What follows belongs to an exercise in optimizing a design on an open flow for small area, a short achievable clock period and few clock cycles; a production flow would make more cautious choices. RTL that was checked went through simulation tests only; none was proved equivalent to the original. No functional check of the RTL was part of runs 1, 4 and 5. Power and IR drop assume default switching activity.

===== flow/run.sh =====
#!/bin/bash
# synth_recipe.tcl (not shown) runs the flow's synth.tcl, then flattens the netlist and writes it again
# the make line also repeats each setting of config.mk as NAME=value (left out here)
make -C /OpenROAD-flow-scripts/flow DESIGN_CONFIG=/design/flow/config.mk WORK_HOME=/design/flow/orfs CLKGATE_MAP_FILE= SYNTH_SCRIPT=/design/flow/synth_recipe.tcl finish

===== flow/constraint.sdc =====
create_clock -name core_clock -period 8.0 [get_ports {clk}]
set_input_delay 1.6000 -clock core_clock [delete_from_list [all_inputs] [get_ports {clk}]]
set_output_delay 1.6000 -clock core_clock [all_outputs]
set_load 0.01 [all_outputs]

===== flow/design.v =====
module usbasp_seq (
    input  wire        clk,
    input  wire        rst,
    input  wire        req_valid,
    output wire        req_ready,
    input  wire [1:0]  req_kind,       
    input  wire [63:0] req_data,       
    input  wire [3:0]  req_len,        
    output reg         rsp_valid,
    output reg  [2:0]  rsp_code,
    output reg  [3:0]  rsp_len,
    output wire [63:0] rsp_data,
    output wire        tgt_valid,
    input  wire        tgt_ready,
    output reg  [4:0]  tgt_op,
    output wire [31:0] tgt_addr,
    output wire [63:0] tgt_wdata,
    output wire [3:0]  tgt_len,
    input  wire [63:0] tgt_rdata,
    input  wire        rx_evt,
    input  wire [7:0]  rx_byte,
    input  wire        tx_evt,
    output wire        line_tx_valid,
    output reg  [7:0]  line_tx_data,
    output reg         chan_en,
    output reg         rx_irq_en,
    output reg         tx_irq_en,
    output reg  [15:0] cfg_baud,
    output reg  [5:0]  cfg_mode
);
    localparam [2:0] R_REPLY = 3'd0, R_MOREPKT = 3'd1, R_DATA = 3'd2,
                     R_MORE  = 3'd3, R_DONE    = 3'd4, R_NOTREADY = 3'd5;
    localparam [4:0] E_ISP_CONNECT    = 5'd1,
                     E_ISP_DISCONNECT = 5'd2,
                     E_ISP_XFER       = 5'd3,
                     E_ISP_ENTERPROG  = 5'd4,
                     E_ISP_SETSCK     = 5'd5,
                     E_ISP_RDFLASH    = 5'd6,
                     E_ISP_RDEEPROM   = 5'd7,
                     E_ISP_WRFLASH_I  = 5'd8,
                     E_ISP_WRFLASH_P  = 5'd9,
                     E_ISP_FLUSHPAGE  = 5'd10,
                     E_ISP_WREEPROM   = 5'd11,
                     E_TPI_CONNECT    = 5'd12,
                     E_TPI_DISCONNECT = 5'd13,
                     E_TPI_RECV       = 5'd14,
                     E_TPI_SEND       = 5'd15,
                     E_TPI_RDBLOCK    = 5'd16,
                     E_TPI_WRBLOCK    = 5'd17;
    localparam [1:0] SUB_FLASH = 2'd0, SUB_EEPROM = 2'd1, SUB_TPI = 2'd2, SUB_UART = 2'd3;
    reg         busy;         
    reg         tv;           
    reg         cmd;          
    reg         urx;          
    reg         utx;          
    reg         brd;          
    reg  [4:0]  cev;          
    reg  [3:0]  idx;          
    reg  [3:0]  cnt;          
    reg         flush_ph;     
    reg  [63:0] dbuf;         
    reg  [3:0]  op;
    reg  [31:0] cursor;
    reg  [15:0] remaining;
    reg  [11:0] page_size;
    reg  [15:0] page_counter;
    reg         blk_last;
    reg         long_mode;
    reg  [7:0]  rxq [0:14];   
    reg  [3:0]  rxc;          
    reg  [7:0]  txq [0:14];   
    reg  [3:0]  txc;
    assign rsp_data  = dbuf;
    assign req_ready = !busy;
    assign tgt_valid = tv;
    assign tgt_addr  = cursor;
    assign tgt_len   = cnt;
    wire        rx_empty = (rxc == 4'd0);
    wire        rx_full  = (rxc == 4'd15);
    wire        tx_empty = (txc == 4'd0);
    wire        tx_full  = (txc == 4'd15);
    reg  [7:0]  rx_head;
    always @(*) begin
        case (rxc)
            4'd2:  rx_head = rxq[1];
            4'd3:  rx_head = rxq[2];
            4'd4:  rx_head = rxq[3];
            4'd5:  rx_head = rxq[4];
            4'd6:  rx_head = rxq[5];
            4'd7:  rx_head = rxq[6];
            4'd8:  rx_head = rxq[7];
            4'd9:  rx_head = rxq[8];
            4'd10: rx_head = rxq[9];
            4'd11: rx_head = rxq[10];
            4'd12: rx_head = rxq[11];
            4'd13: rx_head = rxq[12];
            4'd14: rx_head = rxq[13];
            4'd15: rx_head = rxq[14];
            default: rx_head = rxq[0];
        endcase
        case (txc)
            4'd2:  line_tx_data = txq[1];
            4'd3:  line_tx_data = txq[2];
            4'd4:  line_tx_data = txq[3];
            4'd5:  line_tx_data = txq[4];
            4'd6:  line_tx_data = txq[5];
            4'd7:  line_tx_data = txq[6];
            4'd8:  line_tx_data = txq[7];
            4'd9:  line_tx_data = txq[8];
            4'd10: line_tx_data = txq[9];
            4'd11: line_tx_data = txq[10];
            4'd12: line_tx_data = txq[11];
            4'd13: line_tx_data = txq[12];
            4'd14: line_tx_data = txq[13];
            4'd15: line_tx_data = txq[14];
            default: line_tx_data = txq[0];
        endcase
    end
    assign line_tx_valid = tx_evt && tx_irq_en && !tx_empty;
    reg  [7:0]  bsel;
    always @(*) begin
        case (idx[2:0])
            3'd0: bsel = dbuf[7:0];
            3'd1: bsel = dbuf[15:8];
            3'd2: bsel = dbuf[23:16];
            3'd3: bsel = dbuf[31:24];
            3'd4: bsel = dbuf[39:32];
            3'd5: bsel = dbuf[47:40];
            3'd6: bsel = dbuf[55:48];
            default: bsel = dbuf[63:56];
        endcase
    end
    assign tgt_wdata = {dbuf[63:16], idx[0] ? dbuf[23:16] : dbuf[15:8], bsel};
    always @(*) begin
        if (cmd)
            tgt_op = cev;
        else case (op[2:0])
            {1'b0, SUB_FLASH}:  tgt_op = E_ISP_RDFLASH;
            {1'b0, SUB_EEPROM}: tgt_op = E_ISP_RDEEPROM;
            {1'b0, SUB_TPI}:    tgt_op = E_TPI_RDBLOCK;
            {1'b1, SUB_FLASH}:  tgt_op = flush_ph ? E_ISP_FLUSHPAGE :
                                         (page_size == 12'd0) ? E_ISP_WRFLASH_I : E_ISP_WRFLASH_P;
            {1'b1, SUB_EEPROM}: tgt_op = E_ISP_WREEPROM;
            default:            tgt_op = E_TPI_WRBLOCK;
        endcase
    end
    wire        acc     = req_valid && !busy;
    wire [7:0]  opcode  = req_data[7:0];
    wire [15:0] addr16  = req_data[23:8];
    wire [7:0]  param_a = req_data[31:24];
    wire [7:0]  param_b = req_data[39:32];
    wire [15:0] len16   = req_data[55:40];
    wire        k_setup = (req_kind == 2'd0);
    wire        k_fill  = (req_kind == 2'd1);
    wire        k_drain = req_kind[1];
    reg  [4:0]  d_ev;        
    always @(*) begin
        case (opcode)
            8'd1:    d_ev = E_ISP_CONNECT;
            8'd2:    d_ev = E_ISP_DISCONNECT;
            8'd3:    d_ev = E_ISP_XFER;
            8'd5:    d_ev = E_ISP_ENTERPROG;
            8'd10:   d_ev = E_ISP_SETSCK;
            8'd11:   d_ev = E_TPI_CONNECT;
            8'd12:   d_ev = E_TPI_DISCONNECT;
            8'd13:   d_ev = E_TPI_RECV;
            8'd14:   d_ev = E_TPI_SEND;
            default: d_ev = 5'd0;
        endcase
    end
    wire        o_ev    = (d_ev != 5'd0);
    wire        o_long  = (opcode == 8'd9);
    wire        o_saddr = (opcode == 8'd4) || (opcode == 8'd7) || (opcode == 8'd6) ||
                          (opcode == 8'd8) || (opcode == 8'd15) || (opcode == 8'd16);
    wire        o_suart = (opcode[7:1] == 7'd32);             
    wire        o_cfg   = (opcode == 8'd60);
    wire        o_ftx   = (opcode == 8'd61);
    wire        o_frx   = (opcode == 8'd62);
    wire        o_dis   = (opcode == 8'd63);
    wire        o_free  = (opcode == 8'd66);
    wire        o_caps  = (opcode == 8'd127);
    wire        o_wfl   = (opcode == 8'd6);
    wire        o_wee   = (opcode == 8'd8);
    reg  [2:0]  d_op;        
    always @(*) begin
        case (opcode)
            8'd4:    d_op = {1'b0, SUB_FLASH};
            8'd7:    d_op = {1'b0, SUB_EEPROM};
            8'd15:   d_op = {1'b0, SUB_TPI};
            8'd6:    d_op = {1'b1, SUB_FLASH};
            8'd8:    d_op = {1'b1, SUB_EEPROM};
            8'd16:   d_op = {1'b1, SUB_TPI};
            8'd64:   d_op = {1'b1, SUB_UART};
            default: d_op = {1'b0, SUB_UART};
        endcase
    end
    wire        op_read  = op[3] && !op[2];
    wire        op_write = op[3] &&  op[2];
    wire        uart_op  = (op[1:0] == SUB_UART);
    wire        rem_hi0  = (remaining[15:4] == 12'd0);
    wire        rem_nz   = (remaining != 16'd0);
    wire        rem_one  = rem_hi0 && (remaining[3:0] == 4'd1);
    wire [3:0]  k_req  = (rem_hi0 && remaining[3:0] < req_len) ? remaining[3:0] : req_len;
    wire        k_nz   = (req_len != 4'd0) && rem_nz;
    wire        op_ok    = k_fill ? op_read : op_write;         
    wire        s_ring   = !k_setup && op_ok && uart_op;
    wire        s_ev     = k_setup ? o_ev : (op_ok && !uart_op && k_nz);
    wire        start    = s_ring || s_ev;                       
    wire        r_more    = (idx != cnt);
    wire        last_byte = (idx + 4'd1 == cnt);
    wire        can_pop   = r_more && !rx_empty;
    wire        can_push  = r_more && !tx_full;
    wire        pop_done  = !can_pop  || last_byte || rxc == 4'd1;
    wire        push_done = !can_push || last_byte || txc == 4'd14;
    wire [3:0]  pop_len   = can_pop ? idx + 4'd1 : idx;
    wire        push_zero = can_push ? rem_one : !rem_nz;
    wire        do_pop    = urx && can_pop;
    wire        do_push   = utx && can_push;
    wire        fin_ring  = (urx && pop_done) || (utx && push_done);
    wire        rx_push   = rx_evt && rx_irq_en && !rx_full;
    wire        tx_pop    = tx_evt && tx_irq_en && !tx_empty;
    wire        ev_acc    = tv && tgt_ready;
    wire        wflash    = !cmd && op[2:0] == {1'b1, SUB_FLASH};
    wire        is_tpi    = !cmd && op[1:0] == SUB_TPI;
    wire        paged     = (page_size != 12'd0);
    wire [15:0] pc_dec    = paged ? (page_counter - 16'd1) : page_counter;
    wire        page_full = paged && (page_counter == 16'd1);
    wire [15:0] pc_next   = page_full ? {4'd0, page_size} : pc_dec;
    wire        forced    = rem_one && blk_last && !page_full && (pc_dec != {4'd0, page_size});
    wire        to_flush  = wflash && !flush_ph && (page_full || forced);
    wire        ev_last   = cmd ? (cev != E_ISP_XFER || idx == 4'd4) :
                            is_tpi ? 1'b1 : (last_byte && !to_flush);
    wire        ev_zero   = is_tpi ? (rem_hi0 && remaining[3:0] == cnt) :
                            (wflash && flush_ph) ? !rem_nz : rem_one;
    wire        ev_rem    = !cmd && !(wflash && flush_ph);
    wire        ev_adv    = !cmd && !to_flush;
    wire [3:0]  step      = is_tpi ? cnt : 4'd1;
    wire        fin_ev    = ev_acc && ev_last;
    wire        fin       = fin_ev || fin_ring;
    integer i;
    always @(posedge clk) begin
        if (rx_push) begin
            rxq[0] <= rx_byte;
            for (i = 1; i < 15; i = i + 1)
                rxq[i] <= rxq[i-1];
        end
        if (do_push) begin
            txq[0] <= bsel;
            for (i = 1; i < 15; i = i + 1)
                txq[i] <= txq[i-1];
        end
    end
    wire        ld_pkt   = acc && !k_fill;
    wire        tpi_rd   = ev_acc && is_tpi && !op[2];
    wire [2:0]  wlane    = idx[2:0] - {2'd0, cmd};
    wire        wr_byte  = (ev_acc && brd) || do_pop;
    wire [7:0]  wbyte    = urx ? rx_head : tgt_rdata[7:0];
    integer b;
    always @(posedge clk) begin
        for (b = 0; b < 8; b = b + 1) begin
            if (ld_pkt) begin
                dbuf[8*b +: 8] <= req_data[8*b +: 8];
                if (k_setup && o_caps && b < 4)
                    dbuf[8*b +: 8] <= (b == 0) ? 8'h41 : 8'h00;
                if (k_setup && o_free && b == 0)
                    dbuf[8*b +: 8] <= 8'h00;
                if (k_setup && o_free && b == 1)
                    dbuf[8*b +: 8] <= {4'd0, ~txc};
                if (k_setup && opcode == 8'd10 && b == 0)
                    dbuf[8*b +: 8] <= 8'h00;                     
            end else if (tpi_rd)
                dbuf[8*b +: 8] <= tgt_rdata[8*b +: 8];
            else if (wr_byte && wlane == b)
                dbuf[8*b +: 8] <= wbyte;
        end
    end
    always @(posedge clk) begin
        if (acc) begin
            busy     <= start;
            tv       <= s_ev;
            cmd      <= k_setup;
            urx      <= s_ring && k_fill;
            utx      <= s_ring && !k_fill;
            brd      <= k_setup ? (opcode == 8'd3 || opcode == 8'd5 || opcode == 8'd13)
                                : (k_fill && !op[1]);
            cev      <= d_ev;
            idx      <= {3'd0, k_setup};
            cnt      <= k_req;
            flush_ph <= 1'b0;
        end else begin
            if (fin) begin
                busy <= 1'b0;
                tv   <= 1'b0;
                urx  <= 1'b0;
                utx  <= 1'b0;
            end
            if (ev_acc) begin
                if (wflash)
                    flush_ph <= to_flush;
                if (!to_flush)
                    idx <= idx + 4'd1;
            end
            if (do_pop || do_push)
                idx <= idx + 4'd1;
        end
        rsp_valid <= (acc && !start) || fin;
        if (acc) begin
            if (k_setup) begin
                rsp_code <= (o_saddr || o_suart) ? R_MOREPKT : R_REPLY;
                rsp_len  <= o_caps ? 4'd4 : o_free ? 4'd2 : 4'd0;
            end else if (!op_ok)
                rsp_code <= R_NOTREADY;
            else if (k_fill) begin
                rsp_code <= R_DATA;
                rsp_len  <= 4'd0;
            end else
                rsp_code <= rem_nz ? R_MORE : R_DONE;
        end else if (fin_ev) begin
            if (cmd) begin
                rsp_code <= R_REPLY;
                rsp_len  <= (cev == E_ISP_XFER) ? 4'd4 :
                            (cev == E_ISP_ENTERPROG || cev == E_TPI_RECV || cev == E_ISP_SETSCK) ? 4'd1 : 4'd0;
            end else if (!op[2]) begin
                rsp_code <= R_DATA;
                rsp_len  <= cnt;
            end else
                rsp_code <= ev_zero ? R_DONE : R_MORE;
        end else if (fin_ring) begin
            if (urx) begin
                rsp_code <= R_DATA;
                rsp_len  <= pop_len;
            end else
                rsp_code <= push_zero ? R_DONE : R_MORE;
        end
        if (acc && k_setup && (o_saddr || o_suart))
            op <= {1'b1, d_op};
        else if (acc && !k_setup && op_ok && !uart_op && !k_nz && (k_fill || !rem_nz))
            op[3] <= 1'b0;
        else if (fin_ev && (cmd ? (cev == E_ISP_DISCONNECT || cev == E_TPI_DISCONNECT) :
                            !op[2] ? (cnt != 4'd8) : ev_zero))
            op[3] <= 1'b0;
        else if (fin_ring && (urx ? (pop_len != 4'd8) : push_zero))
            op[3] <= 1'b0;
        if (acc && k_setup && o_long)
            long_mode <= 1'b1;
        else if (fin_ev && cmd && (cev == E_ISP_DISCONNECT || cev == E_TPI_DISCONNECT))
            long_mode <= 1'b0;
        if (acc && k_setup && o_long)
            cursor <= req_data[39:8];
        else if (acc && k_setup && o_saddr && !long_mode)
            cursor <= {16'd0, addr16};
        else if (ev_acc && ev_adv)
            cursor <= cursor + {28'd0, step};
        if (acc && k_setup && (o_saddr || o_suart))
            remaining <= len16;
        else if ((ev_acc && ev_rem) || do_pop || do_push)
            remaining <= remaining - {12'd0, step};
        if (acc && k_setup && o_wfl) begin
            page_size <= {param_b[7:4], param_a};
            blk_last  <= param_b[1];
        end else if (acc && k_setup && o_wee) begin
            page_size <= 12'd0;
            blk_last  <= 1'b0;
        end
        if (acc && k_setup && o_wfl && param_b[0])
            page_counter <= {4'd0, param_b[7:4], param_a};
        else if (ev_acc && wflash && !flush_ph)
            page_counter <= pc_next;
        if (acc && k_setup && (o_cfg || o_frx))
            rxc <= 4'd0;
        else if (rx_push)
            rxc <= rxc + 4'd1;
        else if (do_pop)
            rxc <= rxc - 4'd1;
        if (acc && k_setup && (o_cfg || o_ftx))
            txc <= 4'd0;
        else if (tx_pop)
            txc <= txc - 4'd1;
        else if (do_push)
            txc <= txc + 4'd1;
        if (acc && k_setup && o_cfg) begin
            cfg_baud <= addr16;
            cfg_mode <= param_a[5:0];
        end
        if (acc && k_setup && (o_cfg || o_dis)) begin
            chan_en   <= o_cfg;
            rx_irq_en <= o_cfg;
        end
        if (acc && k_setup && (o_cfg || o_dis))
            tx_irq_en <= 1'b0;
        else if (tx_evt && tx_irq_en && tx_empty)
            tx_irq_en <= 1'b0;
        else if (do_push)
            tx_irq_en <= 1'b1;
        if (rst) begin
            busy      <= 1'b0;
            tv        <= 1'b0;
            urx       <= 1'b0;
            utx       <= 1'b0;
            rsp_valid <= 1'b0;
            op[3]     <= 1'b0;
            long_mode <= 1'b0;
            rxc       <= 4'd0;
            txc       <= 4'd0;
            chan_en   <= 1'b0;
            rx_irq_en <= 1'b0;
            tx_irq_en <= 1'b0;
        end
    end
endmodule

===== flow/config.mk =====
export PLATFORM = sky130hd
export DESIGN_NAME = usbasp_seq
export DESIGN_NICKNAME = usbasp_seq
export VERILOG_FILES = /design/flow/design.v
export SDC_FILE = /design/flow/constraint.sdc
export NUM_CORES = 4
export LEC_CHECK = 0
export CAP_MARGIN = 20
export CORE_MARGIN = 2
export CORE_UTILIZATION = 55
export PLACE_DENSITY = 0.7
export SLEW_MARGIN = 20

==> results.json, run 1 <==
{
  "status": "no timing/DRC/antenna violations",
  "num_io_pins": 361,
  "final_util": 0.688,
  "yosys.cell_count.top_type": "edfxtp_1",
  "crit_arrival_ns": 4.13,
  "min_path_type": "reg2reg",
  "die_area_sq_um": 42700,
  "hold_viol_final": 0,
  "cts_root_buf": "clkbuf_16",
  "fin_nets": 2488,
  "maxSlewHeadroom": 0.208,
  "clkPwrFrac": 0.428,
  "clk_pin_slew_worst_paths_ns": 0.06,
  "drt_iter0_markers": 2480,
  "powerDensity_nw_per_um2": 190,
  "tightest_slew_ns": 1.19,
  "port_buffers": 360,
  "ys_warn_count": 3,
  "combPwrFrac": 0.079,
  "cts_tree": "done",
  "synth_common_cells": "edfxtp_1, nand2_1, o21ai_0",
  "rows": 74,
  "synth.distinct_cells": 87,
  "tns_ns": 0,
  "core-area_sq_um": 40600,
  "fillers": 3019,
  "power_switching_w": 0.00121,
  "wl_per_cell_um": 26.6,
  "critPathCaptureType": "output pin",
  "postCtsSetupRepairBufs": 0,
  "synth_xor_area_frac": 0.0318,
  "start_kind": "flop",
  "synthAdderAreaFrac": 0.0204,
  "antenna_found_initial": 5,
  "cts_max_level": 2,
  "first_global_vias": 17500,
  "syn_area_per_cell_sq_um": 11.1,
  "p_int_w": 0.00411,
  "insertion_delay_ns": 0.60,
  "die_w_um": 207,
  "worstRegToRegCells": 9,
  "cts_hold_buffers": 0,
  "worst_r2r_startpoint": "page_size[0]",
  "setup_viol": 0,
  "reg2reg_to": "cursor[11]",
  "grt.overflow.total": 0,
  "synthArstFlopShare": 0,
  "clock_path_buffers": 3,
  "cp-startpoint": "idx[0]",
  "track_usage": 0.348,
  "required_ns": 6.40,
  "synth_top_cell_area_share": 0.559,
  "synth_seq_area_share": 0.581,
  "min_period_ns": 5.73,
  "drtAntennaViolNets": 0,
  "pwr-share-seq": 0.493,
  "die_h_um": 207,
  "synth_fp_nets": 2216,
  "period_share": 0.717,
  "grt_pass1_wl_um": 109000,
  "grt_max_degree": 93,
  "first_pass_iters": 9,
  "dp_cells": 2787,
  "finalClockSkew_ns": 0.0209,
  "numCtsBuffers": 47,
  "synth_area_leader_cell": "edfxtp_1",
  "hold_ws_ns": 0.447,
  "synth_flop_cell": "edfxtp_1",
  "vias": 18700,
  "synth-compound-area-share": 0.162,
  "timing.fmax_mhz": 174,
  "report.final.slew_viol_count": 0,
  "place.gp.congestion": 0.980,
  "power_leakage_nw": 9.31,
  "rsz0062_at_grt": "no",
  "path_max_fanout": 18,
  "max-vdd-ir-drop_mv": 0.185,
  "endpoint": "tgt_wdata[7]",
  "cts.sinks": 445,
  "synthSimpleGateAreaFrac": 0.130,
  "ys_seq_elements": 445,
  "path_class": "reg2out",
  "synth_edf_count": 420,
  "cts_resized": 0,
  "layout-drive-gt1-share": 0.0679,
  "drc_errors": 0,
  "timing.reg2reg.setup_slack_ns": 3.60,
  "drv_cap": 0,
  "p_sw_frac": 0.227,
  "synthCells": 2033,
  "synth.area.mux_share": 0.0280,
  "final_cells": 2878,
  "viasPerCell": 6.49,
  "synth_top_family_by_area": "compound AO/OA/AOI/OAI gates",
  "hpwl_um": 55100,
  "area_growth_syn_to_layout_pct": 23.9,
  "syn-cell-area_sq_um": 22600,
  "wirelength_um": 76400,
  "start_util": 0.555,
  "netlist_top_cells_area": "edfxtp_1, nand2_1, o21ai_0, a21oi_1, dfxtp_1"
}
per-stage QoR:
step	area, sq um	worst slack (ns)	power (W)
floorplan	22600	1.84	0.00280
global placement	26300	2.57	0.00307
detailed placement	26300	2.62	0.00308
CTS	27900	2.33	0.00533
global route	28000	2.17	0.00543
finish	28000	2.27	0.00531
state kept, by name, indices dropped and copies added, names as in the netlist, 3 cells and up:
name,cells
cursor,32
txc,4
cev,4
rxq,120
cfg_baud,16
cfg_mode,6
txq,120
remaining,16
dbuf,64
page_counter,16
op,4
rsp_code,3
idx,4
page_size,12
rxc,4
rsp_len,4
cnt,4
worst min path at each step:
stage | cells past startpoint | endpoint | slack, ns | from
final | 0 | rxq[6][5] | 0.45 | rxq[5][5]
after floorplan | 0 | txq[2][4] | 0.42 | txq[1][4]
after global placement | 0 | rxq[5][6] | 0.43 | rxq[4][6]
after CTS | 0 | txq[4][6] | 0.45 | txq[3][6]
after global routing | 0 | txq[4][6] | 0.46 | txq[3][6]
after detailed placement | 0 | txq[4][6] | 0.43 | txq[3][6]
layout by cell type (no fill, tap or decap), drive strengths merged, types with 21 or more instances in the layout:
cell | netlist | routed
a21oi | 140 | 140
a222oi | 26 | 26
a22oi | 29 | 29
a31oi | 22 | 22
and2 | 21 | 21
and3 | 21 | 21
buf | 69 | 36
clkbuf | 104 | 60
clkdlybuf4s50 | 0 | 360
dfxtp | 25 | 25
edfxtp | 420 | 420
ha | 32 | 32
inv | 53 | 54
mux2i | 35 | 35
nand2 | 242 | 242
nand3 | 46 | 46
nand4 | 24 | 24
nor2 | 131 | 131
nor3 | 49 | 49
o21ai | 176 | 176
xnor2 | 45 | 45
xor2 | 37 | 37
cell type report:
cell class / count / area, sq um / share of cell area
clock inverter: 27 / 344 / 0.0123
multi-input combinational: 1361 / 8500 / 0.304
inverter: 54 / 203 / 0.00725
antenna: 3 / 7.51 / 0.000269
tap: 532 / 666 / 0.0238
timing repair buffer: 396 / 3880 / 0.139
sequential: 445 / 13100 / 0.469
clock buffer: 60 / 1250 / 0.0446
power by group through the flow:
stage | registers, W | clock network (W) | logic, W
2_1_floorplan | 0.00264 | 0 | 0.000159
3_3_place_gp | 0.00267 | 0 | 0.000407
3_5_place_dp | 0.00267 | 0 | 0.000411
4_1_cts | 0.00262 | 0.00230 | 0.000413
5_1_grt | 0.00262 | 0.00237 | 0.000441
6_report | 0.00262 | 0.00227 | 0.000421
metal layers:
| layer | share of wire | up-vias | GRT usage |
|---|---|---|---|
| met5 | 0.00037 | - | 0 |
| met4 | 0.039 | 4 | 0.139 |
| met3 | 0.11 | 180 | 0.0727 |
| met2 | 0.46 | 1188 | 0.533 |
| met1 | 0.39 | 9126 | 0.488 |
| li1 | - | 8191 | - |
logic make-up (layout without fill, tap and decap cells):
kind of cell | Yosys count | in the layout
fa+ha+maj | 35 | 35
xor+xnor | 82 | 82
other cells | 0 | 3
simple gates | 626 | 626
flops | 445 | 445
mux | 57 | 57
buf+inv | 227 | 537
compound gates | 561 | 561
critical path: stages, from the launching register on:
cell and delay [ns]:
edfxtp_1 0.89, inv_1 0.22, ha_1 0.49, a2111o_1 0.69, a21oi_1 0.58, clkdlybuf4s50_1 0.65
==> run 2: changes to the inputs <==
--- a/flow/design.v
+++ b/flow/design.v
@@ -22,5 +22,5 @@
     input  wire        tx_evt,
     output wire        line_tx_valid,
-    output reg  [7:0]  line_tx_data,
+    output wire [7:0]  line_tx_data,
     output reg         chan_en,
     output reg         rx_irq_en,
@@ -55,5 +55,5 @@
     reg         utx;          
     reg         brd;          
-    reg  [4:0]  cev;          
+    reg  [7:0]  wb;           
     reg  [3:0]  idx;          
     reg  [3:0]  cnt;          
@@ -71,4 +71,6 @@
     reg  [7:0]  txq [0:14];   
     reg  [3:0]  txc;
+    reg         rx_ok;        
+    reg         tx_ok;        
     assign rsp_data  = dbuf;
     assign req_ready = !busy;
@@ -99,50 +101,20 @@
             default: rx_head = rxq[0];
         endcase
-        case (txc)
-            4'd2:  line_tx_data = txq[1];
-            4'd3:  line_tx_data = txq[2];
-            4'd4:  line_tx_data = txq[3];
-            4'd5:  line_tx_data = txq[4];
-            4'd6:  line_tx_data = txq[5];
-            4'd7:  line_tx_data = txq[6];
-            4'd8:  line_tx_data = txq[7];
-            4'd9:  line_tx_data = txq[8];
-            4'd10: line_tx_data = txq[9];
-            4'd11: line_tx_data = txq[10];
-            4'd12: line_tx_data = txq[11];
-            4'd13: line_tx_data = txq[12];
-            4'd14: line_tx_data = txq[13];
-            4'd15: line_tx_data = txq[14];
-            default: line_tx_data = txq[0];
-        endcase
     end
-    assign line_tx_valid = tx_evt && tx_irq_en && !tx_empty;
-    reg  [7:0]  bsel;
+    assign line_tx_data  = txq[0];
+    assign line_tx_valid = tx_evt && tx_ok;
+    reg  [7:0]  nb;
     always @(*) begin
         case (idx[2:0])
-            3'd0: bsel = dbuf[7:0];
-            3'd1: bsel = dbuf[15:8];
-            3'd2: bsel = dbuf[23:16];
-            3'd3: bsel = dbuf[31:24];
-            3'd4: bsel = dbuf[39:32];
-            3'd5: bsel = dbuf[47:40];
-            3'd6: bsel = dbuf[55:48];
-            default: bsel = dbuf[63:56];
-        endcase
-    end
-    assign tgt_wdata = {dbuf[63:16], idx[0] ? dbuf[23:16] : dbuf[15:8], bsel};
-    always @(*) begin
-        if (cmd)
-            tgt_op = cev;
-        else case (op[2:0])
-            {1'b0, SUB_FLASH}:  tgt_op = E_ISP_RDFLASH;
-            {1'b0, SUB_EEPROM}: tgt_op = E_ISP_RDEEPROM;
-            {1'b0, SUB_TPI}:    tgt_op = E_TPI_RDBLOCK;
-            {1'b1, SUB_FLASH}:  tgt_op = flush_ph ? E_ISP_FLUSHPAGE :
-                                         (page_size == 12'd0) ? E_ISP_WRFLASH_I : E_ISP_WRFLASH_P;
-            {1'b1, SUB_EEPROM}: tgt_op = E_ISP_WREEPROM;
-            default:            tgt_op = E_TPI_WRBLOCK;
+            3'd0: nb = dbuf[15:8];
+            3'd1: nb = dbuf[23:16];
+            3'd2: nb = dbuf[31:24];
+            3'd3: nb = dbuf[39:32];
+            3'd4: nb = dbuf[47:40];
+            3'd5: nb = dbuf[55:48];
+            default: nb = dbuf[63:56];
         endcase
     end
+    assign tgt_wdata = {dbuf[63:8], wb};
     wire        acc     = req_valid && !busy;
     wire [7:0]  opcode  = req_data[7:0];
@@ -207,17 +179,24 @@
     wire        s_ev     = k_setup ? o_ev : (op_ok && !uart_op && k_nz);
     wire        start    = s_ring || s_ev;                       
-    wire        r_more    = (idx != cnt);
+    wire        urx_a     = acc && s_ring && k_fill;
+    wire        utx_a     = acc && s_ring && !k_fill;
+    wire        urx_on    = urx_a || urx;
+    wire        utx_on    = utx_a || utx;
     wire        last_byte = (idx + 4'd1 == cnt);
+    wire        k_one     = (k_req == 4'd1);
+    wire [3:0]  r_pos     = acc ? 4'd0 : idx;
+    wire        r_more    = acc ? k_nz  : (idx != cnt);
+    wire        r_last    = acc ? k_one : last_byte;
     wire        can_pop   = r_more && !rx_empty;
     wire        can_push  = r_more && !tx_full;
-    wire        pop_done  = !can_pop  || last_byte || rxc == 4'd1;
-    wire        push_done = !can_push || last_byte || txc == 4'd14;
-    wire [3:0]  pop_len   = can_pop ? idx + 4'd1 : idx;
+    wire        pop_done  = !can_pop  || r_last || rxc == 4'd1;
+    wire        push_done = !can_push || r_last || txc == 4'd14;
+    wire [3:0]  pop_len   = can_pop ? r_pos + 4'd1 : r_pos;
     wire        push_zero = can_push ? rem_one : !rem_nz;
-    wire        do_pop    = urx && can_pop;
-    wire        do_push   = utx && can_push;
-    wire        fin_ring  = (urx && pop_done) || (utx && push_done);
-    wire        rx_push   = rx_evt && rx_irq_en && !rx_full;
-    wire        tx_pop    = tx_evt && tx_irq_en && !tx_empty;
+    wire        do_pop    = urx_on && can_pop;
+    wire        do_push   = utx_on && can_push;
+    wire        fin_ring  = (urx_on && pop_done) || (utx_on && push_done);
+    wire        rx_push   = rx_evt && rx_ok;
+    wire        tx_pop    = tx_evt && tx_ok;
     wire        ev_acc    = tv && tgt_ready;
     wire        wflash    = !cmd && op[2:0] == {1'b1, SUB_FLASH};
@@ -229,5 +208,5 @@
     wire        forced    = rem_one && blk_last && !page_full && (pc_dec != {4'd0, page_size});
     wire        to_flush  = wflash && !flush_ph && (page_full || forced);
-    wire        ev_last   = cmd ? (cev != E_ISP_XFER || idx == 4'd4) :
+    wire        ev_last   = cmd ? (tgt_op != E_ISP_XFER || idx == 4'd4) :
                             is_tpi ? 1'b1 : (last_byte && !to_flush);
     wire        ev_zero   = is_tpi ? (rem_hi0 && remaining[3:0] == cnt) :
@@ -245,15 +224,16 @@
                 rxq[i] <= rxq[i-1];
         end
-        if (do_push) begin
-            txq[0] <= bsel;
-            for (i = 1; i < 15; i = i + 1)
-                txq[i] <= txq[i-1];
+        for (i = 0; i < 15; i = i + 1) begin
+            if (tx_pop)
+                txq[i] <= (i == 14) ? 8'd0 : txq[i+1];
+            else if (do_push && txc == i)
+                txq[i] <= acc ? req_data[7:0] : wb;
         end
     end
     wire        ld_pkt   = acc && !k_fill;
     wire        tpi_rd   = ev_acc && is_tpi && !op[2];
-    wire [2:0]  wlane    = idx[2:0] - {2'd0, cmd};
+    wire [2:0]  wlane    = acc ? 3'd0 : idx[2:0] - {2'd0, cmd};
     wire        wr_byte  = (ev_acc && brd) || do_pop;
-    wire [7:0]  wbyte    = urx ? rx_head : tgt_rdata[7:0];
+    wire [7:0]  wbyte    = urx_on ? rx_head : tgt_rdata[7:0];
     integer b;
     always @(posedge clk) begin
@@ -261,4 +241,6 @@
             if (ld_pkt) begin
                 dbuf[8*b +: 8] <= req_data[8*b +: 8];
+                if (k_setup && b == 1)
+                    dbuf[8*b +: 8] <= req_data[23:16];
                 if (k_setup && o_caps && b < 4)
                     dbuf[8*b +: 8] <= (b == 0) ? 8'h41 : 8'h00;
@@ -277,13 +259,12 @@
     always @(posedge clk) begin
         if (acc) begin
-            busy     <= start;
+            busy     <= s_ev || (s_ring && !fin_ring);
             tv       <= s_ev;
             cmd      <= k_setup;
-            urx      <= s_ring && k_fill;
-            utx      <= s_ring && !k_fill;
+            urx      <= urx_a && !pop_done;
+            utx      <= utx_a && !push_done;
             brd      <= k_setup ? (opcode == 8'd3 || opcode == 8'd5 || opcode == 8'd13)
                                 : (k_fill && !op[1]);
-            cev      <= d_ev;
-            idx      <= {3'd0, k_setup};
+            idx      <= {3'd0, k_setup || do_pop || do_push};
             cnt      <= k_req;
             flush_ph <= 1'b0;
@@ -304,6 +285,27 @@
                 idx <= idx + 4'd1;
         end
-        rsp_valid <= (acc && !start) || fin;
         if (acc) begin
+            if (k_setup)
+                tgt_op <= d_ev;
+            else case (op[1:0])
+                SUB_FLASH:  tgt_op <= !k_fill ? (paged ? E_ISP_WRFLASH_P : E_ISP_WRFLASH_I) : E_ISP_RDFLASH;
+                SUB_EEPROM: tgt_op <= !k_fill ? E_ISP_WREEPROM : E_ISP_RDEEPROM;
+                default:    tgt_op <= !k_fill ? E_TPI_WRBLOCK  : E_TPI_RDBLOCK;
+            endcase
+            wb <= (k_setup || utx_a) ? req_data[15:8] : req_data[7:0];
+        end else begin
+            if (ev_acc && wflash)
+                tgt_op <= to_flush ? E_ISP_FLUSHPAGE : (paged ? E_ISP_WRFLASH_P : E_ISP_WRFLASH_I);
+            if ((ev_acc && !to_flush) || do_push)
+                wb <= nb;
+        end
+        rsp_valid <= (acc && !start) || fin;
+        if (fin_ring) begin
+            if (urx_on) begin
+                rsp_code <= R_DATA;
+                rsp_len  <= pop_len;
+            end else
+                rsp_code <= push_zero ? R_DONE : R_MORE;
+        end else if (acc) begin
             if (k_setup) begin
                 rsp_code <= (o_saddr || o_suart) ? R_MOREPKT : R_REPLY;
@@ -319,6 +321,6 @@
             if (cmd) begin
                 rsp_code <= R_REPLY;
-                rsp_len  <= (cev == E_ISP_XFER) ? 4'd4 :
-                            (cev == E_ISP_ENTERPROG || cev == E_TPI_RECV || cev == E_ISP_SETSCK) ? 4'd1 : 4'd0;
+                rsp_len  <= (tgt_op == E_ISP_XFER) ? 4'd4 :
+                            (tgt_op == E_ISP_ENTERPROG || tgt_op == E_TPI_RECV || tgt_op == E_ISP_SETSCK) ? 4'd1 : 4'd0;
             end else if (!op[2]) begin
                 rsp_code <= R_DATA;
@@ -326,10 +328,4 @@
             end else
                 rsp_code <= ev_zero ? R_DONE : R_MORE;
-        end else if (fin_ring) begin
-            if (urx) begin
-                rsp_code <= R_DATA;
-                rsp_len  <= pop_len;
-            end else
-                rsp_code <= push_zero ? R_DONE : R_MORE;
         end
         if (acc && k_setup && (o_saddr || o_suart))
@@ -337,12 +333,12 @@
         else if (acc && !k_setup && op_ok && !uart_op && !k_nz && (k_fill || !rem_nz))
             op[3] <= 1'b0;
-        else if (fin_ev && (cmd ? (cev == E_ISP_DISCONNECT || cev == E_TPI_DISCONNECT) :
+        else if (fin_ev && (cmd ? (tgt_op == E_ISP_DISCONNECT || tgt_op == E_TPI_DISCONNECT) :
                             !op[2] ? (cnt != 4'd8) : ev_zero))
             op[3] <= 1'b0;
-        else if (fin_ring && (urx ? (pop_len != 4'd8) : push_zero))
+        else if (fin_ring && (urx_on ? (pop_len != 4'd8) : push_zero))
             op[3] <= 1'b0;
         if (acc && k_setup && o_long)
             long_mode <= 1'b1;
-        else if (fin_ev && cmd && (cev == E_ISP_DISCONNECT || cev == E_TPI_DISCONNECT))
+        else if (fin_ev && cmd && (tgt_op == E_ISP_DISCONNECT || tgt_op == E_TPI_DISCONNECT))
             long_mode <= 1'b0;
         if (acc && k_setup && o_long)
@@ -393,5 +389,21 @@
         else if (do_push)
             tx_irq_en <= 1'b1;
+        if (acc && k_setup && (o_cfg || o_dis || o_ftx))
+            tx_ok <= 1'b0;
+        else if (do_push)
+            tx_ok <= 1'b1;
+        else if (tx_pop)
+            tx_ok <= (txc != 4'd1);
+        if (acc && k_setup && (o_cfg || o_dis))
+            rx_ok <= o_cfg;
+        else if (acc && k_setup && o_frx)
+            rx_ok <= rx_irq_en;
+        else if (rx_push)
+            rx_ok <= (rxc != 4'd14);
+        else if (do_pop)
+            rx_ok <= rx_irq_en;
         if (rst) begin
+            rx_ok     <= 1'b0;
+            tx_ok     <= 1'b0;
             busy      <= 1'b0;
             tv        <= 1'b0;
--- a/flow/config.mk
+++ b/flow/config.mk
@@ -8,5 +8,8 @@
 export CAP_MARGIN = 20
 export CORE_MARGIN = 2
-export CORE_UTILIZATION = 55
-export PLACE_DENSITY = 0.7
+export CORE_UTILIZATION = 60
+export CTS_BUF_LIST = sky130_fd_sc_hd__clkbuf_4
+export CTS_CLUSTER_SIZE = 20
+export PLACE_DENSITY = 0.72
+export SETUP_SLACK_MARGIN = 4.0
 export SLEW_MARGIN = 20
==> run 2 against run 1 <==
- first-iteration DRC count rose by 3.4%
- maximum frequency grew 39%
- sequential share of layout area fell by 1.1 points
==> results.json, run 2 <==
{
  "status": "no timing/DRC/antenna violations",
  "required_ns": 8.64,
  "crit_arrival_ns": 4.77,
  "die_area_sq_um": 40700,
  "powerDensity_nw_per_um2": 182,
  "cts_max_level": 3,
  "synthCells": 2067,
  "grt_pass1_wl_um": 115000,
  "synth_flop_cell": "edfxtp_1",
  "total_power_w": 0.00530,
  "pwr-share-seq": 0.513,
  "maxSlewHeadroom": 0.189,
  "synth_common_cells": "edfxtp_1, nand2_1, o21ai_0",
  "drv_cap": 0,
  "vias": 19700,
  "path_class": "in2reg",
  "synthArstFlopShare": 0,
  "slowest_delay_ns": 0.77,
  "start_kind": "primary input",
  "p_sw_frac": 0.255,
  "track_usage": 0.374,
  "final_cells": 3039,
  "fillers": 2668,
  "port_buffers": 360,
  "die_h_um": 202,
  "synth.distinct_cells": 96,
  "mostFrequentLayoutCells": "edfxtp_1, clkdlybuf4s50_1, clkbuf_4",
  "combPwrFrac": 0.113,
  "first_global_vias": 18700,
  "cts_root_buf": "clkbuf_4",
  "p_int_w": 0.00394,
  "grt.overflow.total": 0,
  "antenna_found_initial": 7,
  "worst_path_max_delay_cell": "a31oi_1",
  "clk_pin_slew_worst_paths_ns": 0.07,
  "die_w_um": 202,
  "rsz0062_at_grt": "yes",
  "layout-drive-gt1-share": 0.144,
  "netlist_top_cells_area": "edfxtp_1, a21o_1, dfxtp_1, o21ai_0, nand2_1",
  "min_path_type": "reg2reg",
  "max-vdd-ir-drop_mv": 0.166,
  "cts_hold_buffers": 0,
  "ys_seq_elements": 456,
  "syn_area_per_cell_sq_um": 11.3,
  "tns_ns": 0,
  "cts.sinks": 456,
  "power_switching_w": 0.00135,
  "setup_viol": 0,
  "min_period_ns": 4.13,
  "yosys.cell_count.top_type": "edfxtp_1",
  "core-area_sq_um": 38600,
  "cts_tree": "done",
  "synth_top_cell_area_share": 0.540,
  "insertion_delay_ns": 0.84,
  "synth_fp_nets": 2253,
  "layout_commonest_cell": "edfxtp_1",
  "path_max_fanout": 25,
  "first_pass_iters": 9,
  "numCtsBuffers": 114,
  "clock_path_buffers": 3,
  "tightest_slew_ns": 1.21,
  "synth_seq_area_share": 0.569,
  "cp_top_family": "compound AO/OA/AOI/OAI gates",
  "drtAntennaViolNets": 0,
  "clkPwrFrac": 0.374,
  "grt_max_degree": 78,
  "ys_warn_count": 3,
  "reg_top3": "rxq: 120 flops, txq: 120 flops, dbuf: 64 flops",
  "drc_errors": 0,
  "hold_viol_final": 0,
  "syn-cell-area_sq_um": 23400,
  "hpwl_um": 55300,
  "start_util": 0.608,
  "num_io_pins": 361,
  "crit_chain": "clkdlybuf4s50_1, nand2b_2, clkinvlp_4, a31oi_1, a21oi_1, nor2_1, a21oi_1, o21ai_0",
  "dpl-instance-area_sq_um": 27100,
  "timing.fmax_mhz": 242,
  "wirelength_um": 77800,
  "fin_area_sq_um": 29100,
  "period_share": 0.517,
  "synth_edf_count": 421,
  "report.final.slew_viol_count": 0,
  "place.gp.congestion": 0.993,
  "synth_area_leader_cell": "edfxtp_1",
  "drt_iter0_markers": 2565,
  "rows": 72,
  "viasPerCell": 6.48,
  "cpMostUsedCell": "a21oi_1",
  "power_leakage_nw": 10.7,
  "area_growth_syn_to_layout_pct": 24.2,
  "wl_per_cell_um": 25.6,
  "finalClockSkew_ns": 0.0505,
  "critPathCaptureType": "flop",
  "cp_num_buf_inv": 2,
  "fin_nets": 2605,
  "dp_cells": 2784
}
## run 2: power by group through the flow
stage | Clock [W] | Sequential [W] | Combinational [W]
after floorplan | 0 | 0.00275 | 0.000271
after global placement | 0 | 0.00277 | 0.000554
after detailed placement | 0 | 0.00277 | 0.000563
after CTS | 0.00200 | 0.00272 | 0.000576
after global routing | 0.00212 | 0.00272 | 0.000628
final | 0.00198 | 0.00272 | 0.000597
## run 2: logic make-up (layout without fill, tap and decap cells)
kind of cell,count (synthesis),count (layout),share of synthesized area
AO/OA/AOI/OAI,640,641,0.184
AND/OR/NAND/NOR,563,565,0.120
flip-flops,456,456,0.569
buffers and inverters,240,684,0.0515
XOR/XNOR,83,83,0.0324
multiplexers,47,47,0.0214
adder cells (fa/ha/maj),38,38,0.0209
other,0,7,0
## run 2: cell type report
class | instances | area [sq um] | area share
inverters | 50 | 200 | 0.00688
clock buffers | 176 | 1320 | 0.0454
well taps | 518 | 648 | 0.0223
multi-input cells | 1374 | 9300 | 0.320
clock inverters | 35 | 160 | 0.00550
repair buffers | 423 | 4120 | 0.141
diodes | 7 | 17.5 | 0.000602
flip-flops and latches | 456 | 13300 | 0.458
## run 2: worst reg2reg max path, stage by stage (launching register included)
cell and delay [ns]:
edfxtp_1 0.42, inv_1 0.13, ha_2 0.28, or3b_4 0.48, or4_1 0.54, o211ai_1 0.31
xor2_1 0.16, nor4_4 0.22, buf_4 0.18, nand2_1 0.11, o211a_4 0.31, o31ai_4 0.23
buf_12 0.25
## run 2: what timing repair did
| item | 4_1_cts | 5_1_grt |
|---|---|---|
| setup endpoints to repair | 365 | 284 |
| buffers inserted | 5 | 28 |
| gates cloned | 3 | 0 |
| gates resized for setup | 50 | 22 |
| pin swaps | 4 | 3 |
## run 2: metal layers
layer  routed length, um  up-vias  GRT usage
li1                    -     8590          -
met1               30900     9576      0.530
met2               34900     1322      0.566
met3                8960      206     0.0901
met4                3020        4      0.137
met5                  21        -          0
## run 2: path summary, 6_finish.rpt
path         slack (ns)       startpoint    endpoint  depth (start not counted)
min reg2reg        0.43        rxq[6][2]   rxq[7][2]                          0
max                3.87        req_valid    dbuf[49]                          8
max reg2reg        4.04  page_counter[1]  cursor[18]                         12
min                0.43        rxq[6][2]   rxq[7][2]                          0
## run 2: through the flow
stage,util,hold WS (ns),worst slack (ns)
4_1_cts,0.747,0.429,4.00
3_3_place_gp,0.702,0.427,2.44
6_report,0.755,0.432,3.87
5_1_grt,0.755,0.445,3.91
3_5_place_dp,0.702,0.434,2.18
2_1_floorplan,-,0.418,3.86
Testbench counts of run 2, summed over its fixed seeds: cycles 23,014.
==> run 3: changes to the inputs <==
==> flow/flow/run.sh (new file) <==
#!/bin/bash
set -euo pipefail
export BUFFER_PORTS_ARGS="-buffer_cell sky130_fd_sc_hd__buf_1"
bash standard.sh > standard.log 2>&1
==> flow/standard.sh (new file) <==
#!/bin/bash
# synth_recipe.tcl (not shown) runs the flow's synth.tcl, then flattens the netlist and writes it again
# the make line also repeats each setting of config.mk as NAME=value (left out here)
make -C /OpenROAD-flow-scripts/flow DESIGN_CONFIG=/design/flow/config.mk WORK_HOME=/design/flow/orfs CLKGATE_MAP_FILE= SYNTH_SCRIPT=/design/flow/synth_recipe.tcl "${@:-finish}"
removed: flow/run.sh
==> run 3 against run 2 <==
- cell area down 7.6%
- first-iteration DRC count up 6.9%
- via count down 1.6%
- worst setup slack better by 0.14 ns
- clock skew up 0.0018 ns
- global-route usage down 1.1 points
- non-clock buffer count down 10
- maximum frequency up 3.6%
- final cell count down 0.53%
- area after synthesis unchanged
- sequential share of layout area up 3.7 points
- critical path type is now in2out
- largest power group unchanged
- highest routed layer is now met4
==> results.json, run 3 <==
{
  "status": "no timing/DRC/antenna violations",
  "drc_errors": 0,
  "setup_viol": 0,
  "synth_seq_area_share": 0.569,
  "insertion_delay_ns": 0.84,
  "synth_edf_count": 421,
  "p_sw_frac": 0.257,
  "synth_common_cells": "edfxtp_1, nand2_1, o21ai_0",
  "wl_met3_um": 8950,
  "die_w_um": 202,
  "first_pass_iters": 6,
  "power_leakage_nw": 9.73,
  "min_path_type": "reg2reg",
  "drtAntennaViolNets": 0,
  "powerDensity_nw_per_um2": 196,
  "port_buffers": 360,
  "start_kind": "primary input",
  "start_util": 0.608,
  "core-area_sq_um": 38600,
  "ys_seq_elements": 456,
  "holdPathStages": 0,
  "min-delay-start": "rxq[4][5]",
  "min_period_ns": 3.99,
  "synth_area_leader_cell": "edfxtp_1",
  "grt.overflow.total": 0,
  "grt_pass1_wl_um": 111000,
  "report.final.slew_viol_count": 0,
  "worst_r2r_startpoint": "page_counter[0]",
  "regArea_sq_um": 13300,
  "numCtsBuffers": 113,
  "layout_commonest_cell": "edfxtp_1",
  "track_usage": 0.364,
  "clk_pin_slew_worst_paths_ns": 0.07,
  "synthCells": 2067,
  "tightest_slew_ns": 1.10,
  "power_switching_w": 0.00136,
  "synth_fp_nets": 2253,
  "timing.fmax_mhz": 251,
  "synth.distinct_cells": 96,
  "pwr-share-seq": 0.515,
  "netlist_top_cells_area": "edfxtp_1, a21o_1, dfxtp_1, o21ai_0, nand2_1",
  "rsz0062_at_grt": "yes",
  "worstRegToRegCells": 11,
  "cts.sinks": 456,
  "p_int_w": 0.00392,
  "dr_wl_met2_um": 34000,
  "wirelength_um": 76000,
  "die_area_sq_um": 40700,
  "syn_area_per_cell_sq_um": 11.3,
  "final_cells": 3023,
  "maxSlewHeadroom": 0.261,
  "drv_cap": 0,
  "synth_flop_cell": "edfxtp_1",
  "grt_max_degree": 89,
  "synth_top_cell_area_share": 0.540,
  "first_global_vias": 18200,
  "clkPwrFrac": 0.395,
  "vias": 19400,
  "synthArstFlopShare": 0,
  "drt_iter0_markers": 2742,
  "fin_nets": 2592,
  "wl_per_cell_um": 25.1,
  "viasPerCell": 6.41,
  "cts_max_level": 3,
  "rows": 72,
  "dp_cells": 2784,
  "ys_warn_count": 3,
  "hold_ws_ns": 0.431,
  "antenna_found_initial": 2,
  "reg2reg_to": "cursor[5]",
  "total_power_w": 0.00528,
  "required_ns": 6.40,
  "hpwl_um": 54000,
  "hold_viol_final": 0,
  "path_max_fanout": 69,
  "clock_path_buffers": 3,
  "mostFrequentLayoutCells": "edfxtp_1, buf_1, clkbuf_4",
  "holdPathEnd": "rxq[5][5]",
  "syn-cell-area_sq_um": 23400,
  "period_share": 0.499,
  "combPwrFrac": 0.090,
  "wirelength_met1_um": 30700,
  "num_io_pins": 361,
  "timing.reg2reg.setup_slack_ns": 4.07,
  "finalClockSkew_ns": 0.0523,
  "path_class": "in2out",
  "tns_ns": 0,
  "multi_input_area_sq_um": 9290,
  "cts_tree": "done",
  "crit_arrival_ns": 2.39,
  "cts_root_buf": "clkbuf_4",
  "place.gp.congestion": 1.03,
  "reg_top3": "rxq: 120 flops, txq: 120 flops, dbuf: 64 flops",
  "top_layer_used": "met4",
  "area_growth_syn_to_layout_pct": 14.9,
  "critPathCaptureType": "output pin",
  "fillers": 3046,
  "layout-drive-gt1-share": 0.140,
  "die_h_um": 202,
  "yosys.cell_count.top_type": "edfxtp_1",
  "max-vdd-ir-drop_mv": 0.237
}
==> run 3: per-layer routing <==
layer | vias up | global-route usage
li1 | 8544 | -
met1 | 9403 | 0.525
met2 | 1265 | 0.535
met3 | 165 | 0.0922
met4 | 0 | 0.132
met5 | - | 0
==> run 3: per-stage QoR <==
stage          cell area [sq um]  setup slack [ns]   util
2_1_floorplan              23600              3.86      -
3_3_place_gp               24800              2.94  0.643
3_5_place_dp               24800              2.75  0.643
4_1_cts                    26500              3.83  0.687
5_1_grt                    26900              3.92  0.698
6_report                   26900              4.01  0.698
==> run 3: kinds of logic (layout without fill, tap and decap cells) <==
family	Yosys count	in the layout	synth area share
compound gates	640	640	0.184
buf+inv	240	675	0.0515
fa+ha+maj	38	38	0.0209
other cells	0	2	0
mux	47	47	0.0214
xor+xnor	83	83	0.0324
simple gates	563	564	0.120
flops	456	456	0.569
==> run 3: power groups by stage <==
stage / Clock, W / Combinational (W) / Sequential, W
6_report: 0.00209 / 0.000476 / 0.00272
4_1_cts: 0.00211 / 0.000456 / 0.00271
3_5_place_dp: 0 / 0.000448 / 0.00276
3_3_place_gp: 0 / 0.000441 / 0.00277
2_1_floorplan: 0 / 0.000271 / 0.00275
5_1_grt: 0.00223 / 0.000507 / 0.00272
==> run 3: layout make-up <==
cell class	instances	share of cell area
Inverter	50	0.00837
Antenna cell	2	0.000186
Sequential cell	456	0.496
Multi-Input combinational cell	1372	0.345
Timing Repair Buffer	413	0.0687
Clock buffer	176	0.0491
Tap cell	518	0.0241
Clock inverter	36	0.00874
==> run 3: how the worst max path moves through the flow <==
| stage | start | endpoint | slack [ns] | cells past startpoint |
|---|---|---|---|---|
| finish | tx_evt | line_tx_valid | 4.01 | 4 |
| detailed placement | req_kind[1] | cfg_mode[2] | 2.75 | 6 |
| global placement | req_data[1] | remaining[11] | 2.94 | 9 |
| global route | req_kind[1] | txq[14][2] | 3.92 | 9 |
| floorplan | rx_evt | rxc[3] | 3.86 | 6 |
| CTS | tx_evt | line_tx_valid | 3.83 | 4 |
==> run 3: timing repair <==
item	4_1_cts	5_1_grt
setup buffers	2	18
resized for setup	25	34
pin swaps	4	7
hold buffers	0	0
setup endpoints to repair	206	299
cloned	0	3
==> run 3: critical path, cell delays in order <==
cell and delay [ns]:
clkbuf_2 0.14, nand2_4 0.24, clkinv_16 0.21, buf_1 0.18
==> run 4: changes to the inputs <==
--- a/flow/design.v
+++ b/flow/design.v
@@ -58,4 +58,6 @@
     reg  [3:0]  idx;          
     reg  [3:0]  cnt;          
+    reg         more;         
+    reg         lastb;        
     reg         flush_ph;     
     reg  [63:0] dbuf;         
@@ -183,8 +185,8 @@
     wire        urx_on    = urx_a || urx;
     wire        utx_on    = utx_a || utx;
-    wire        last_byte = (idx + 4'd1 == cnt);
+    wire        last_byte = lastb;
     wire        k_one     = (k_req == 4'd1);
     wire [3:0]  r_pos     = acc ? 4'd0 : idx;
-    wire        r_more    = acc ? k_nz  : (idx != cnt);
+    wire        r_more    = acc ? k_nz  : more;
     wire        r_last    = acc ? k_one : last_byte;
     wire        can_pop   = r_more && !rx_empty;
@@ -194,9 +196,14 @@
     wire [3:0]  pop_len   = can_pop ? r_pos + 4'd1 : r_pos;
     wire        push_zero = can_push ? rem_one : !rem_nz;
-    wire        do_pop    = urx_on && can_pop;
-    wire        do_push   = utx_on && can_push;
+    wire        len_nz    = (req_len != 4'd0);
+    wire        pre_pop   = !busy && op_read  && uart_op && rem_nz && !rx_empty;
+    wire        pre_push  = !busy && op_write && uart_op && rem_nz && !tx_full;
+    wire        pop_a     = req_valid && !req_kind[1] && req_kind[0] && len_nz && pre_pop;
+    wire        push_a    = req_valid &&  req_kind[1] && len_nz && pre_push;
+    wire        do_pop    = pop_a  || (urx && more && !rx_empty);
+    wire        do_push   = push_a || (utx && more && !tx_full);
     wire        fin_ring  = (urx_on && pop_done) || (utx_on && push_done);
     wire        rx_push   = rx_evt && rx_ok;
-    wire        tx_pop    = tx_evt && tx_ok;
+    wire        tx_pop    = tx_evt && tx_irq_en && !tx_empty;
     wire        ev_acc    = tv && tgt_ready;
     wire        wflash    = !cmd && op[2:0] == {1'b1, SUB_FLASH};
@@ -206,5 +213,6 @@
     wire        page_full = paged && (page_counter == 16'd1);
     wire [15:0] pc_next   = page_full ? {4'd0, page_size} : pc_dec;
-    wire        forced    = rem_one && blk_last && !page_full && (pc_dec != {4'd0, page_size});
+    wire [15:0] ps_pa     = {4'd0, page_size} + {15'd0, paged};  
+    wire        forced    = rem_one && blk_last && !page_full && (page_counter != ps_pa);
     wire        to_flush  = wflash && !flush_ph && (page_full || forced);
     wire        ev_last   = cmd ? (tgt_op != E_ISP_XFER || idx == 4'd4) :
@@ -268,4 +276,6 @@
             idx      <= {3'd0, k_setup || do_pop || do_push};
             cnt      <= k_req;
+            more     <= (do_pop || do_push) ? !k_one : k_nz;
+            lastb    <= (do_pop || do_push) ? (k_req == 4'd2) : k_one;
             flush_ph <= 1'b0;
         end else begin
@@ -279,9 +289,10 @@
                 if (wflash)
                     flush_ph <= to_flush;
-                if (!to_flush)
-                    idx <= idx + 4'd1;
             end
-            if (do_pop || do_push)
-                idx <= idx + 4'd1;
+            if ((ev_acc && !to_flush) || do_pop || do_push) begin
+                idx   <= idx + 4'd1;
+                more  <= !lastb;
+                lastb <= (idx + 4'd2 == cnt);
+            end
         end
         if (acc) begin
--- a/flow/config.mk
+++ b/flow/config.mk
@@ -12,4 +12,4 @@
 export CTS_CLUSTER_SIZE = 20
 export PLACE_DENSITY = 0.72
-export SETUP_SLACK_MARGIN = 4.0
+export SETUP_SLACK_MARGIN = 4.3
 export SLEW_MARGIN = 20
==> run 4 against run 3 <==
- still clean
- cell area shrank 1.2%
- register-to-register slack better by 0.29 ns
- global-route usage increased by 0.082 points
- non-clock buffer count is 5 lower
- routed wire length is 1.7% lower
- via count fell by 2.0%
- critical path type is now in2reg
==> results.json, run 4 <==
{
  "synth_flop_cell": "edfxtp_1",
  "report.final.slew_viol_count": 0,
  "worst_path_max_delay_cell": "o31ai_2",
  "drv_cap": 0,
  "path_class": "in2reg",
  "ys_warn_count": 3,
  "synth_area_leader_cell": "edfxtp_1",
  "place.gp.congestion": 1.01,
  "maxSlewHeadroom": 0.330,
  "layout_commonest_cell": "edfxtp_1",
  "dpl-instance-area_sq_um": 24800,
  "regArea_sq_um": 13400,
  "holdPathStages": 0,
  "tns_ns": 0,
  "synthCells": 2052,
  "finalClockSkew_ns": 0.0729,
  "final_util": 0.692,
  "synth.distinct_cells": 100,
  "wl_per_cell_um": 24.9,
  "synth_seq_area_share": 0.575,
  "port_buffers": 360,
  "syn_area_per_cell_sq_um": 11.4,
  "wirelength_um": 74700,
  "core-area_sq_um": 38500,
  "tightest_slew_ns": 0.999,
  "hold_viol_final": 0,
  "cts.sinks": 458,
  "clock_path_buffers": 3,
  "drt_iter0_markers": 2169,
  "fin_area_sq_um": 26600,
  "syn-cell-area_sq_um": 23300,
  "cts_root_buf": "clkbuf_4",
  "ys_seq_elements": 458,
  "cts_hold_buffers": 0,
  "rows": 72,
  "fin_nets": 2582,
  "drc_errors": 0,
  "fin_ws_ns": 4.33,
  "area_growth_syn_to_layout_pct": 14.2,
  "die_area_sq_um": 40400,
  "grt_pass1_wl_um": 110000,
  "power_leakage_nw": 9.61,
  "start_kind": "primary input",
  "multi_input_area_sq_um": 9130,
  "first_pass_iters": 10,
  "hpwl_um": 53800,
  "worstRegToRegCells": 10,
  "status": "no timing/DRC/antenna violations",
  "setup_viol": 0,
  "crit_chain": "buf_1, nand2b_2, buf_6, clkinv_2, nand2_2, a2111oi_4, o21ai_2, and2_1, nand3b_1, o31ai_2",
  "period_share": 0.459,
  "min_path_type": "reg2reg",
  "insertion_delay_ns": 0.88,
  "start_util": 0.606,
  "synth_top_cell_area_share": 0.545,
  "path_max_fanout": 42,
  "mostFrequentLayoutCells": "edfxtp_1, buf_1, nand2_1, clkbuf_4, a21oi_1",
  "grt_max_degree": 101,
  "grt.overflow.total": 0,
  "critPathCaptureType": "flop",
  "crit_arrival_ns": 4.13,
  "place_ws_ns": 2.83,
  "viasPerCell": 6.31,
  "antenna_found_initial": 4,
  "fillers": 3001,
  "timing.fmax_mhz": 272,
  "layout-drive-gt1-share": 0.136,
  "cp_top_family": "compound AO/OA/AOI/OAI gates",
  "slowest_delay_ns": 0.84,
  "cts_tree": "done",
  "numCtsBuffers": 113,
  "netlist_top_cells_area": "edfxtp_1, a21o_1, a21oi_1, dfxtp_1, o21ai_0",
  "die_h_um": 201,
  "vias": 19000,
  "num_io_pins": 361,
  "yosys.cell_count.top_type": "edfxtp_1",
  "max-vdd-ir-drop_mv": 0.141,
  "drtAntennaViolNets": 0,
  "required_ns": 8.45,
  "powerDensity_nw_per_um2": 194,
  "synthArstFlopShare": 0,
  "rsz0062_at_grt": "yes",
  "crit_cells": 10,
  "reg_top3": "rxq: 120 flops, txq: 120 flops, dbuf: 64 flops",
  "synth_common_cells": "edfxtp_1, nand2_1, a21oi_1",
  "first_global_vias": 18000,
  "synth_edf_count": 423,
  "min_period_ns": 3.67,
  "track_usage": 0.364,
  "synth_fp_nets": 2242,
  "cp_num_buf_inv": 3,
  "cts_max_level": 3,
  "clk_pin_slew_worst_paths_ns": 0.07,
  "die_w_um": 201
}
## run 4: metal layers
layer / track usage / vias to the layer above / wire length (um)
li1: - / 8453 / -
met4: 0.143 / 2 / 2970
met1: 0.494 / 9179 / 29100
met2: 0.559 / 1150 / 34200
met3: 0.104 / 197 / 8450
met5: 0 / - / 13
## run 4: area by class of cell
cell class | count | share of cell area
sequential | 458 | 0.504
timing repair buffer | 408 | 0.0662
multi-input combinational | 1360 | 0.343
antenna | 5 | 0.000470
clock inverter | 39 | 0.00682
clock buffer | 168 | 0.0474
inverter | 50 | 0.00767
tap | 518 | 0.0244
timing repair inverter | 1 | 0.000282
## run 4: worst paths after layout
check | from | slack [ns] | end
worst max register to register | page_size[4] | 4.36 | wb[2]
worst min register to register | rxq[13][6] | 0.43 | rxq[14][6]
worst min-delay path | rxq[13][6] | 0.43 | rxq[14][6]
worst max-delay path | req_valid | 4.33 | dbuf[55]
## run 4: logic make-up (layout without fill, tap and decap cells)
logic type               count (synthesis)  count (layout)  synth area share
AO/OA/AOI/OAI                          625             625             0.182
AND/OR/NAND/NOR                        567             568             0.120
flip-flops                             458             458             0.575
buffers and inverters                  235             666            0.0484
XOR/XNOR                                85              85            0.0319
adder cells (fa/ha/maj)                 42              42            0.0232
multiplexers                            40              40            0.0200
other                                    0               5                 0
## run 4: where the power goes
part	internal, W	leakage, nW	switching (W)
Clock	0.000969	0.870	0.000987
Sequential	0.00267	4.19	0.0000538
Combinational	0.000157	4.55	0.000316
## run 4: stage by stage
step	hold WS (ns)	power (W)	std cells
after global routing	0.435	0.00534	3004
after floorplan	0.420	0.00304	2052
after detailed placement	0.432	0.00323	2780
after global placement	0.428	0.00322	2780
after CTS	0.414	0.00516	2996
final	0.430	0.00515	3007
## run 4: timing repair
action / in CTS / in global routing
buffers inserted: 7 / 6
gates cloned: 2 / 0
endpoints found under the setup margin: 159 / 128
pin swaps: 5 / 1
gates resized for setup: 25 / 12
==> run 5: changes to the inputs <==
==> flow/config.mk (replaced) <==
export PLATFORM = sky130hd
export DESIGN_NAME = usbasp_seq
export DESIGN_NICKNAME = usbasp_seq
export VERILOG_FILES = /design/flow/design.v
export SDC_FILE = /design/flow/constraint.sdc
export NUM_CORES = 4
export LEC_CHECK = 0
export CAP_MARGIN = 20
export CORE_MARGIN = 2
export CORE_UTILIZATION = 65
export CTS_BUF_LIST = sky130_fd_sc_hd__clkbuf_8
export CTS_CLUSTER_SIZE = 40
export PLACE_DENSITY = 0.75
export SETUP_SLACK_MARGIN = 4.4
export SLEW_MARGIN = 20
==> run 5 against run 4 <==
- still clean
- count of clock-buffer cells in the layout is 91 lower
- cell area is 0.80% higher
- register-to-register slack better by 0.09 ns
- maximum frequency is 2.6% higher
- clock power hardly changed
- via count is 2.5% higher
- die area is 7.5% lower
- critical endpoint is now line_tx_valid
- largest cell class unchanged
==> results.json, run 5 <==
{
  "synthAdderAreaFrac": 0.0232,
  "first_global_vias": 18500,
  "syn-cell-area_sq_um": 23300,
  "numCtsBuffers": 76,
  "status": "no timing/DRC/antenna violations",
  "syn_area_per_cell_sq_um": 11.4,
  "worst_r2r_startpoint": "page_size[1]",
  "report.final.slew_viol_count": 0,
  "critPathCaptureType": "output pin",
  "setup_viol": 0,
  "insertion_delay_ns": 0.65,
  "hpwl_um": 52900,
  "grt.overflow.total": 0,
  "hold_viol_final": 0,
  "mostFrequentLayoutCells": "edfxtp_1, buf_1, nand2_1",
  "slowest_delay_ns": 0.14,
  "synth.area.mux_share": 0.0200,
  "cts_hold_buffers": 0,
  "clk_pin_slew_worst_paths_ns": 0.06,
  "cp_num_buf_inv": 2,
  "drtAntennaViolNets": 0,
  "wl_per_cell_um": 26.5,
  "netlist_top_cells_area": "edfxtp_1, a21o_1, a21oi_1, dfxtp_1, o21ai_0",
  "layout-drive-gt1-share": 0.114,
  "area_growth_syn_to_layout_pct": 15.1,
  "grt_pass1_wl_um": 112000,
  "synth_seq_area_share": 0.575,
  "tightest_slew_ns": 1.26,
  "synthSimpleGateAreaFrac": 0.120,
  "place.gp.congestion": 1.04,
  "synth_top_cell_area_share": 0.545,
  "cp_top_family": "buffers and inverters",
  "synth_common_cells": "edfxtp_1, nand2_1, a21oi_1",
  "synth_flop_cell": "edfxtp_1",
  "start_kind": "primary input",
  "vias": 19500,
  "ys_seq_elements": 458,
  "fin_nets": 2549,
  "crit_chain": "buf_6, and2_1, buf_2",
  "synth_xor_area_frac": 0.0319,
  "die_h_um": 193,
  "num_io_pins": 361,
  "yosys.cell_count.top_type": "edfxtp_1",
  "combPwrFrac": 0.099,
  "synthArstFlopShare": 0,
  "synth-compound-area-share": 0.182,
  "min_period_ns": 3.58,
  "timing.reg2reg.setup_slack_ns": 4.45,
  "timing.fmax_mhz": 279,
  "reg_top3": "rxq: 120 flops, txq: 120 flops, dbuf: 64 flops",
  "powerDensity_nw_per_um2": 193,
  "synth_top_family_by_area": "compound AO/OA/AOI/OAI gates",
  "layout_commonest_cell": "edfxtp_1",
  "tns_ns": 0,
  "port_buffers": 360,
  "max-vdd-ir-drop_mv": 0.185,
  "cts_root_buf": "clkbuf_8",
  "cts_tree": "done",
  "pwr-share-seq": 0.527,
  "fillers": 2388,
  "power_leakage_nw": 9.65,
  "drt_iter0_markers": 2596,
  "ys_warn_count": 3,
  "power_switching_w": 0.00136,
  "die_area_sq_um": 37400,
  "core-area_sq_um": 35400,
  "crit_arrival_ns": 1.98,
  "cts.sinks": 458,
  "clock_path_buffers": 3,
  "synth.distinct_cells": 100,
  "grt_max_degree": 114
}
[run 5: cell counts after synthesis]
No cell type changed its count.
[run 5: routing by layer]
metal / wire, um / track usage / up-vias
li1: - / - / 8329
met1: 28500 / 0.545 / 9437
met2: 34700 / 0.598 / 1467
met3: 9980 / 0.105 / 222
met4: 3330 / 0.155 / 0
met5: 0 / 0 / -
[run 5: cell type report]
type	instances	area, sq um	share of cell area
sequential	458	13400	0.500
clock buffer	77	1060	0.0395
multi-input combinational	1362	9360	0.349
antenna	3	7.51	0.000280
inverter	50	213	0.00793
clock inverter	60	322	0.0120
tap	461	577	0.0215
timing repair inverter	2	15.0	0.000560
timing repair buffer	409	1860	0.0695
[run 5: cell families after synthesis]
logic type / Yosys count
muxes: 40
AOI/OAI and AO/OA: 625
adders and majority gates: 42
DFF: 458
and+or+nand+nor: 567
xor gates and xnor gates: 85
buffers and inverters: 235
[run 5: worst max-delay path by stage]
stage / slack (ns) / cells after the start / startpoint / endpoint
3_3_place_gp: 3.14 / 8 / req_kind[1] / dbuf[9]
3_5_place_dp: 2.94 / 8 / req_kind[1] / dbuf[9]
6_report: 4.42 / 3 / tx_evt / line_tx_valid
4_1_cts: 4.23 / 8 / req_valid / txq[3][5]
5_1_grt: 4.34 / 7 / page_counter[5] / wb[3]
2_1_floorplan: 3.55 / 6 / rx_evt / rxc[3]
[run 5: power groups by stage]
stage	logic [W]	registers, W	clock network (W)
floorplan	0.000280	0.00277	0
global placement	0.000462	0.00278	0
detailed placement	0.000470	0.00277	0
CTS	0.000484	0.00273	0.00195
global route	0.000539	0.00273	0.00206
finish	0.000512	0.00273	0.00194
[run 5: metrics by stage]
stage | setup slack [ns] | std cells | hold slack, ns | cell area (sq um)
finish | 4.42 | 2882 | 0.443 | 26800
global route | 4.34 | 2879 | 0.457 | 26800
CTS | 4.23 | 2868 | 0.435 | 26500
detailed placement | 2.94 | 2710 | 0.434 | 24700
global placement | 3.14 | 2710 | 0.429 | 24700
floorplan | 3.55 | 2052 | 0.420 | 23600
[run 5: what timing repair did]
item                                   4_1_cts  5_1_grt
buffers inserted                            17        7
setup endpoints to repair                  388      299
endpoints found under the hold margin        0        0
resized for setup                           52       32
pin swaps                                   11        3
cloned                                       4        1

static timing again, ports no longer ideal:
The flow's constraints put no driver on any port. The routed layouts listed below were extracted and timed again, unchanged, in two steps.
Step 1, drivers: a clkbuf_16 drives clk and a buf_2 each remaining input, both assumed.
Step 2, shift: input delay + t, output delay - t, t = (earliest + latest rising clock arrival at the registers) / 2. This alone moves slack from input paths to output paths.
a / b / c = ideal / step 1 / step 2; a / b = the first two.
run	t (ns)	setup WS [ns]
run 1	0.642	2.267 / 2.214 / 2.531
run 2	0.855	3.865 / 3.885 / 3.031
run 3	0.862	4.010 / 3.968 / 3.226
run 4	0.889	4.325 / 4.342 / 3.452
run 5	0.671	4.418 / 4.371 / 3.778
After both steps setup and hold are still met in every run listed.
